Source: an optimization exercise on an open RTL-to-GDS flow (aim: small area, a short achievable clock period and few clock cycles per item). Production flows keep margins and buffers that such runs may drop.
The RTL was checked by simulation tests, not by an equivalence proof against the original design.

$ cat flow/config.mk
export PLATFORM = sky130hd
export DESIGN_NAME = lux_conv
export DESIGN_NICKNAME = lux_conv
export VERILOG_FILES = /design/flow/design.v
export SDC_FILE = /design/flow/constraint.sdc
export NUM_CORES = 4
export LEC_CHECK = 0
export CAP_MARGIN = 20
export CORE_MARGIN = 2
export CORE_UTILIZATION = 40
export PLACE_DENSITY = 0.6
export SLEW_MARGIN = 20
$ cat flow/constraint.sdc
create_clock -name core_clock -period 14.0 [get_ports {clk}]
set_input_delay 2.8000 -clock core_clock [delete_from_list [all_inputs] [get_ports {clk}]]
set_output_delay 2.8000 -clock core_clock [all_outputs]
set_load 0.01 [all_outputs]
$ cat flow/design.v
module lux_conv (
    input  wire        clk,
    input  wire        rst,         
    input  wire        start,
    input  wire [15:0] vis,         
    input  wire [15:0] ir,          
    input  wire [1:0]  gain_sel,    
    input  wire [2:0]  itime_sel,   
    output wire        ready,
    output reg         done,
    output reg  [34:0] lux_int,
    output reg  [19:0] lux_frac
);
    localparam [63:0] SCALE  = 64'd1000000;
    localparam [63:0] LUX_DF = 64'd408;
    localparam [2:0] S_IDLE     = 3'd0,
                     S_DIV_Q    = 3'd1,
                     S_MUL      = 3'd2,
                     S_DIV_INT  = 3'd3,
                     S_DIV_FRAC = 3'd4;
    reg  [2:0]  state;
    reg  [15:0] v_r;
    reg  [15:0] i_r;
    reg  [63:0] cpl_r;
    reg  [15:0] gain_mult;
    reg  [15:0] integ_ms;
    always @(*) begin
        case (gain_sel)
            2'd0:    gain_mult = 16'd1;
            2'd1:    gain_mult = 16'd25;
            2'd2:    gain_mult = 16'd400;
            default: gain_mult = 16'd9200;
        endcase
        case (itime_sel)
            3'd0:    integ_ms = 16'd100;
            3'd1:    integ_ms = 16'd200;
            3'd2:    integ_ms = 16'd300;
            3'd3:    integ_ms = 16'd400;
            3'd4:    integ_ms = 16'd500;
            default: integ_ms = 16'd600;
        endcase
    end
    wire [63:0] cpl_w = {48'd0, integ_ms} * {48'd0, gain_mult} * SCALE;
    reg  [63:0] div_num;
    reg  [63:0] div_den;
    reg  [63:0] div_rem;
    reg  [6:0]  div_cnt;
    wire [64:0] rem_shift = {div_rem, div_num[63]};
    wire [64:0] rem_sub   = rem_shift - {1'b0, div_den};
    wire        q_bit     = ~rem_sub[64];
    wire [63:0] rem_next  = q_bit ? rem_sub[63:0] : rem_shift[63:0];
    wire [63:0] num_next  = {div_num[62:0], q_bit};
    wire        div_last  = (div_cnt == 7'd63);
    wire signed [17:0] diff     = $signed({2'b00, v_r}) - $signed({2'b00, i_r});
    wire signed [63:0] one_m_q  = $signed(SCALE) - $signed(div_num);
    wire signed [63:0] strength = diff * one_m_q * $signed(LUX_DF);
    wire [63:0] frac_num = rem_next * SCALE;
    assign ready = (state == S_IDLE);
    always @(posedge clk) begin
        if (rst) begin
            state <= S_IDLE;
            done  <= 1'b0;
        end else begin
            done <= 1'b0;
            case (state)
                S_IDLE: begin
                    if (start) begin
                        v_r   <= vis;
                        i_r   <= ir;
                        cpl_r <= cpl_w;
                        if (vis == 16'd0) begin
                            lux_int  <= 35'd0;
                            lux_frac <= 20'd0;
                            done     <= 1'b1;
                        end else begin
                            div_num <= {48'd0, ir} * SCALE;
                            div_den <= {48'd0, vis};
                            div_rem <= 64'd0;
                            div_cnt <= 7'd0;
                            state   <= S_DIV_Q;
                        end
                    end
                end
                S_DIV_Q: begin
                    div_num <= num_next;
                    div_rem <= rem_next;
                    div_cnt <= div_cnt + 7'd1;
                    if (div_last)
                        state <= S_MUL;
                end
                S_MUL: begin
                    div_num <= strength;
                    div_den <= cpl_r;
                    div_rem <= 64'd0;
                    div_cnt <= 7'd0;
                    state   <= S_DIV_INT;
                end
                S_DIV_INT: begin
                    div_cnt <= div_cnt + 7'd1;
                    if (div_last) begin
                        lux_int <= num_next[34:0];
                        div_num <= frac_num;
                        div_rem <= 64'd0;
                        div_cnt <= 7'd0;
                        state   <= S_DIV_FRAC;
                    end else begin
                        div_num <= num_next;
                        div_rem <= rem_next;
                    end
                end
                S_DIV_FRAC: begin
                    div_num <= num_next;
                    div_rem <= rem_next;
                    div_cnt <= div_cnt + 7'd1;
                    if (div_last) begin
                        lux_frac <= num_next[19:0];
                        done     <= 1'b1;
                        state    <= S_IDLE;
                    end
                end
                default: state <= S_IDLE;
            endcase
        end
    end
endmodule
$ cat flow/run.sh
#!/bin/bash
# synth_recipe.tcl (not shown) runs the flow's synth.tcl, then flattens the netlist and writes it again
# the make line also repeats each setting of config.mk as NAME=value (left out here)
make -C /OpenROAD-flow-scripts/flow DESIGN_CONFIG=/design/flow/config.mk WORK_HOME=/design/flow/orfs CLKGATE_MAP_FILE= SYNTH_SCRIPT=/design/flow/synth_recipe.tcl finish
==> results.txt <==
[cells in the final DEF, fill, tap and decap left out, types with 63 or more instances in the layout]
master and count:
nand2_1 443, and3_1 64, xnor2_1 242, nor2_1 880, nand3_1 63, edfxtp_1 308, ha_1 850, o21ai_0 171
fa_1 1268, a21o_1 154, buf_4 277, clkdlybuf4s50_1 96, and2_1 93, xor2_1 140, inv_1 1674, a21oi_1 286
[worst max-delay path: cells and delay by family, from the launching register on]
kind	cells	cell delay, ns
xor gates and xnor gates	2	0.46
and+or+nand+nor	4	0.56
AOI/OAI and AO/OA	24	4.80
buffers and inverters	7	1.04
DFF	1	0.43
adders and majority gates	14	5.78
[Yosys cell counts, drive strengths merged (20+ instances only)]
library cell / instances / share of area (%)
inv: 1674 / 8.9
nand3: 63 / 0.44
a22oi: 22 / 0.23
o21bai: 59 / 0.62
xor2: 151 / 1.9
xnor2: 254 / 3.2
nand4: 22 / 0.19
or2: 24 / 0.21
or3: 26 / 0.24
a21o: 154 / 1.6
and3: 65 / 0.58
nand2: 445 / 2.4
o21ai: 179 / 1.3
and2: 94 / 0.83
nor2: 884 / 4.7
a31oi: 21 / 0.19
mux2i: 20 / 0.28
ha: 851 / 15
nor4: 28 / 0.29
edfxtp: 308 / 13
nand2b: 54 / 0.49
a21oi: 291 / 2.1
clkbuf: 205 / 1.1
nor2b: 43 / 0.38
fa: 1269 / 36
a211oi: 25 / 0.26
o21a: 38 / 0.40
nor3: 64 / 0.47
[layer usage]
layer / up-vias / global-route usage [%]
li1: 24256 / -
met1: 26778 / 30.59
met2: 1480 / 39.44
met3: 322 / 2.304
met4: 0 / 7.275
met5: - / 0
[kinds of logic after synthesis]
| group | count (synthesis) | synth area share [%] |
|---|---|---|
| flops | 312 | 13.15 |
| fa+ha+maj | 2120 | 50.82 |
| compound gates | 956 | 8.741 |
| buf+inv | 1894 | 10.04 |
| simple gates | 1860 | 11.73 |
| mux | 25 | 0.3615 |
| xor+xnor | 409 | 5.159 |
[per-stage QoR]
| step | utilization, % | hold slack [ns] |
|---|---|---|
| final | 44.19 | 0.5042 |
| after detailed placement | 43.37 | 0.4944 |
| after global routing | 44.19 | 0.5291 |
| after global placement | 43.37 | 0.4923 |
| after floorplan | - | 0.4836 |
| after CTS | 44.09 | 0.5071 |
[flip-flops by register name, summed over array words and instances, names as in the netlist]
| name | cells |
|---|---|
| i_r | 16 |
| lux_frac | 20 |
| done | 1 |
| div_den | 47 |
| div_num | 64 |
| v_r | 16 |
| lux_int | 35 |
| div_rem | 64 |
| div_cnt | 7 |
| state | 3 |
| cpl_r | 39 |
[worst paths after layout]
check,start,endpoint,cells after the start
worst max-delay path,i_r[0]$_DFFE_PP_,div_num[61]$_SDFFCE_PP0P_,51
worst min-delay path,cpl_r[13]$_DFFE_PP_,div_den[13]$_DFFE_PP_,2
worst max register to register,i_r[0]$_DFFE_PP_,div_num[61]$_SDFFCE_PP0P_,51
worst min register to register,cpl_r[13]$_DFFE_PP_,div_den[13]$_DFFE_PP_,2
[what timing repair did]
action	in CTS	in global routing
setup endpoints to repair	0	8
buffers inserted	0	3
resized for setup	0	24
[cell type report]
| class | count | area, sq um |
|---|---|---|
| clock inverters | 25 | 279.0 |
| flip-flops and latches | 312 | 9329 |
| well taps | 2340 | 2928 |
| clock buffers | 43 | 991.0 |
| multi-input cells | 5370 | 54860 |
| inverters | 1674 | 6284 |
| repair buffers | 380 | 3149 |
| fillers | 17122 | 98290 |
| diodes | 3 | 7.507 |
==> results by group <==
Critical path
  • CP max stage cell: fa_1
  • Largest stage delay on the critical path: about 0.54 ns
  • Critical path startpoint category: flop
  • Most frequent cell on the critical path: fa_1
  • Reg-to-reg slack, setup: around 0.63 ns
  • Required @ worst endpoint: ~14 ns
  • Setup Crit Path Kind: flop to flop
  • CP endpoint kind: flop
  • Arr. time, crit path: between 10 and 15 ns
  • Critical Path Fanout Max: 16

Drt
  • DR vias/cell: between 5 and 6
  • Highest metal used: met4
  • TritonRoute pass-1 iters: 6
  • Met1 WL: roughly 86,000 um
  • DRT Wirelength: between 200,000 and 250,000 um
  • Post-DRT Antenna Nets: 0
  • WL met2: between 90,000 and 100,000 um
  • Routed WL per cell: a little under 20 um
  • 1st-iter DRT viols: between 3k and 4k
  • WL met3: 10,550 um
  • Via count: between 50k and 60k
  • # DRC: 0

Cells and area
  • Final std cells w/o fill: between 10k and 15k
  • Area growth syn-to-layout: 9.707%
  • Cell area after layout: between 70,000 and 80,000 sq um
  • Layout cells sized above 1: under 10%
  • Final nets: 9,937

Clock tree
  • CTS Buf Count: 39
  • CTS tree: yes
  • Clk sinks: ~310
  • Root buf cell: clkbuf_16
  • Clock transition at path regs: 0.06 ns
  • Clk latency of the worst-skew pair: 0.63 ns
  • H-tree levels: 2
  • Clk buf depth: 3
  • Hold_buf cts: 0

Timing
  • Pins Over Slew Limit: 0
  • Final WS setup: around 0.63 ns
  • Max_slew headroom: 22.66%
  • Final setup fails: 0
  • Final period util: roughly 95%
  • Tmin final: between 10 and 15 ns
  • F_max: 0.07482 GHz
  • Final Skew: between 0.03 and 0.04 ns
  • Worst-Margin Slew: around 1.2 ns
  • Setup_tns: 0 ns
  • Fin. Hold Viols: 0

Placed design
  • Port bufs: between 90 and 100
  • RePlAce Congestion: approximately 0.96
  • Detail Placement HPWL: roughly 170,000 um
  • Area post-placement: around 76,000 sq um
  • DP Worst Slack: around 0.37 ns
  • Dpl cells: 10.07k

Job
  • Max_cap viols: 0

GRT
  • Largest net degree at the start of global routing: a little over 70
  • First-pass GRT wire length: 324,900 um
  • Overall global routing resource usage: 23.02%
  • Antenna violations before repair: 1
  • Remaining global-route overflow: 0
  • Vias in the first global route: approximately 57k

Synthesis
  • FFs w/ async S/R, synth: 0%
  • Sequential fraction of the synthesis area: a little over an eighth
  • Syn_nets: 9,736
  • Netlist Area Pre-Place: roughly 71,000 sq um
  • Number of enable flip-flop cells after synthesis: 308
  • Synth unique cells: 94
  • Seq cells post-synth: approximately 310
  • Syn Inst Count: between 7k and 8k
  • Ys flop type: edfxtp_1
  • Synth Warn #: 1
  • Syn_area_per_cell: between 9 and 10 sq um

Floorplan
  • I/O pins: 97
  • Die area: about 180,000 sq um
  • Initial Util: around 40%
  • Std-Cell Rows: 154
  • Core ar.: roughly 180,000 sq um
  • Die Width: 425.1 um
  • Die Y-Extent: about 430 um

Hold path
  • Min-delay worst type: flop to flop

Outcome
  • Status: no timing/DRC/antenna violations
Testbench counts, summed over its fixed seeds: cycles 310,408, items 1,600.

[afterwards: timing with drivers on the ports]
Ports are ideal in the flow. The routed layout listed here was re-timed in OpenROAD.
Step 1: set_driving_cell puts a clkbuf_16 on clk and a buf_2 on each other input, an assumption about the parent block.
Step 2 also shifts input and output timing later by t, the mid clock arrival at the registers, as if the neighbouring blocks saw the same clock.
Slacks: no drivers / after step 1 / after step 2; pairs: no drivers / after step 1.
t, ns: 0.696
slack for setup (ns): 0.635 / 0.635 / 0.575
worst data-port slew with drivers (ns): 0.07
cell pins on the clock port's net: 1
After both steps this run still meets setup and hold. For this run, drivers alone change the setup slack by 0.000 ns; drivers and shift together by -0.060 ns.
